This is an optimization exercise on Yosys and OpenROAD, whose aim is small area, not a production implementation.
Function was checked by simulation only, so behaviour that the tests miss may differ from the original.
Power figures rest on the tool's default switching activity, not on a simulated workload.

==> 07-13: inputs <==
==> flow/design.v (excerpt) <==
module tuya_rx_framer (
    input  wire        clk,
    input  wire        rst,
    input  wire        in_valid,
    input  wire [7:0]  in_data,
    output wire        in_ready,
    output wire        out_valid,
    input  wire        out_ready,
    output wire [2:0]  out_kind,
    output wire [16:0] out_data,
    output wire [3:0]  out_class,
    output wire        out_last
);
==> flow/config.mk <==
export PLATFORM = sky130hd
export DESIGN_NAME = tuya_rx_framer
export DESIGN_NICKNAME = tuya_rx_framer
export VERILOG_FILES = /design/flow/design.v
export SDC_FILE = /design/flow/constraint.sdc
export NUM_CORES = 4
export LEC_CHECK = 0
export CAP_MARGIN = 20
export CORE_MARGIN = 2
export CORE_UTILIZATION = 40
export PLACE_DENSITY = 0.6
export SLEW_MARGIN = 20
==> flow/constraint.sdc <==
create_clock -name core_clock -period 10.0 [get_ports {clk}]
set_input_delay 2.0000 -clock core_clock [delete_from_list [all_inputs] [get_ports {clk}]]
set_output_delay 2.0000 -clock core_clock [all_outputs]
set_load 0.01 [all_outputs]
standard.sh (not shown) runs the stock make flow with config.mk's settings and CLKGATE_MAP_FILE= SYNTH_SCRIPT=/design/flow/synth_recipe.tcl, a recipe that flattens the netlist after the stock synthesis.
==> flow/flow/run.sh <==
#!/bin/bash
# The standard layout (standard.sh), with a smaller clock tree (small
# clock buffers, no dummy loads) and the smallest buffer on the ports.
export CTS_ARGS="-sink_clustering_enable -repair_clock_nets -dont_use_dummy_load -buf_list sky130_fd_sc_hd__clkbuf_4 -sink_clustering_size 12 -sink_clustering_max_diameter 40"
export BUFFER_PORTS_ARGS="-buffer_cell sky130_fd_sc_hd__buf_1"
bash standard.sh > standard.log 2>&1
==> 10-02 (differences from 07-13) <==
--- a/flow/design.v
+++ b/flow/design.v
@@ -72,11 +72,10 @@
     localparam [2:0] S_DROP  = 3'd7;    
     reg  [2:0]  state;
     reg  [5:0]  q;        
     reg  [5:0]  w;        
     reg  [5:0]  e;        
-    reg  [7:0]  acc;      
     reg         chk;      
     reg         ov;
     reg  [2:0]  ov_kind;
     reg  [16:0] ov_data;
     reg         hd;       
@@ -139,20 +138,21 @@
     wire       q_last  = (q == N - 1);
     wire [5:0] q_inc   = q_last ? 6'd0 : inc6(q);
     wire [5:0] w_inc   = inc6(w);
     wire [2:0] n       = w[2:0];
     wire [7:0] acc_in  = (state == S_HSUM) ? head : in_data;
+    wire [7:0] acc     = ov_data[7:0];    
     wire [7:0] acc_sum = add8(acc, acc_in);
     wire       len_big = (head[7:6] != 2'd0) || (head[5:3] == 3'b111 && head[2:1] != 2'd0);
     wire       len_hit = (ov_data[15:0] == {prev, head});
     reg accept;
     always @(*) begin
         case (state)
             S_SCAN:  accept = (q == 6'd0) && (n[2:1] != 2'b11 || (n == 3'd6 && chk));
-            S_SYNC:  accept = (q == 6'd0) && slot_free;
+            S_SYNC:  accept = (q == 6'd0);
             S_RECV:  accept = (w == e) || (q == w);
-            S_DROP:  accept = (w == 6'd0) ? slot_free : (w == 6'd1 && q == 6'd1 && !len_hit);
+            S_DROP:  accept = (w == 6'd0) || (w == 6'd1 && q == 6'd1 && !len_hit);
             default: accept = 1'b0;
         endcase
     end
     assign in_ready = accept;
     wire take = accept && in_valid;
@@ -193,20 +193,24 @@
                         w       <= 6'd6;
                     end
                     if (q == N - 6 && n == 3'd6) begin
                         if (head == 8'h55 && next == 8'hAA) begin
                             q     <= N - 3;
-                            acc   <= 8'hFF;
+                            w     <= 6'd0;
                             state <= S_HSUM;
                         end else
                             chk <= 1'b1;
                     end
                 end
                 S_HSUM: begin
-                    if (q == N - 2 || q == N - 1 || q[5:1] == 5'd0)
-                        acc <= acc_sum;
-                    if (q == 6'd1) begin
+                    if (q == N - 3 && slot_free) begin
+                        ov_data[7:0] <= 8'hFF;      
+                        w            <= 6'd1;
+                    end
+                    if (w[0] && (q == N - 2 || q == N - 1 || q[5:1] == 5'd0))
+                        ov_data[7:0] <= acc_sum;
+                    if (q == 6'd1 && w[0]) begin
                         e   <= head[5:0];
                         w   <= 6'd0;
                         state <= ((prev != 8'd0) || len_big) ? S_DROP : S_SYNC;
                     end
                 end
@@ -221,11 +225,11 @@
                                 q       <= 6'd0;
                                 w       <= 6'd0;
                             end else
                                 state <= S_FRAME;
                         end else begin
-                            acc   <= acc_sum;
+                            ov_data[7:0] <= acc_sum;
                             w     <= 6'd1;
                             state <= S_RECV;
                         end
                     end
                 end
@@ -240,11 +244,11 @@
                                 q       <= 6'd0;
                                 w       <= 6'd0;
                             end else
                                 state <= S_FRAME;
                         end else begin
-                            acc <= acc_sum;
+                            ov_data[7:0] <= acc_sum;
                             w   <= w_inc;
                         end
                     end
                 end
                 S_FRAME: begin
==> flow/flow/run.sh (replaced) <==
#!/bin/bash
# The standard layout (standard.sh), with a smaller clock tree (small
# clock buffers, no dummy loads) and the smallest buffer on the ports.
export CTS_ARGS="-sink_clustering_enable -repair_clock_nets -dont_use_dummy_load -buf_list sky130_fd_sc_hd__clkbuf_4 -sink_clustering_size 13 -sink_clustering_max_diameter 30"
export BUFFER_PORTS_ARGS="-buffer_cell sky130_fd_sc_hd__buf_1"
bash standard.sh > standard.log 2>&1
==> qor summary <==
                                                                            10-02            07-13
Run status                                       no timing/DRC/antenna violations  no timing/DRC/antenna violations
Worst setup path start                                                 ov_data[0]        out_ready
Count of non-CTS inverters in the layout                                       20               19
Met1 Track Usage GR                                                         18.6%            19.2%
Switching Fraction                                                          27.2%            24.7%
Clock H-tree levels                                                             3                2
Critical-path cell with the highest stage delay                            nor4_1           nor3_4
Fraction of area in multi-input gates                                       19.0%            18.3%
Leakage power                                                             5.90 nW          5.83 nW
Number of enable-type register cells in the synthesized netlist                27               35
Clock period minus worst slack                                            5.40 ns          5.39 ns
Hold Worst Slack                                                         0.258 ns         0.286 ns
Number of buffers added by the clock tree synthesis step                       67               55
Worst hold path endpoint                                         u_ring.ring[456]  u_ring.ring[75]
Area share of fa/ha/maj cells after synthesis                               4.01%            4.06%

==> static timing again, ports no longer ideal <==
No port has a modelled driver above. Below, the same layouts with a new extraction and two added sets of constraints.
Step 1 assumes that a clkbuf_16 drives the clock port and a buf_2 every other input.
Step 2, shift: input delay + t, output delay - t, t = (earliest + latest rising clock arrival at the registers) / 2. This alone moves slack from input paths to output paths.
Slacks: no drivers / after step 1 / after step 2; pairs: no drivers / after step 1.
| run | t (ns) | setup WS [ns] | worst setup path at the end |
|---|---|---|---|
| 07-13 | 0.686 | 4.607 / 4.585 / 4.524 | input to register |
| 10-02 | 0.706 | 4.601 / 4.556 / 4.665 | input to register |
After both steps every run listed still meets setup and hold. The setup slack of 07-13, which loses most, moves by -0.022 ns with the drivers and by -0.083 ns with both steps.
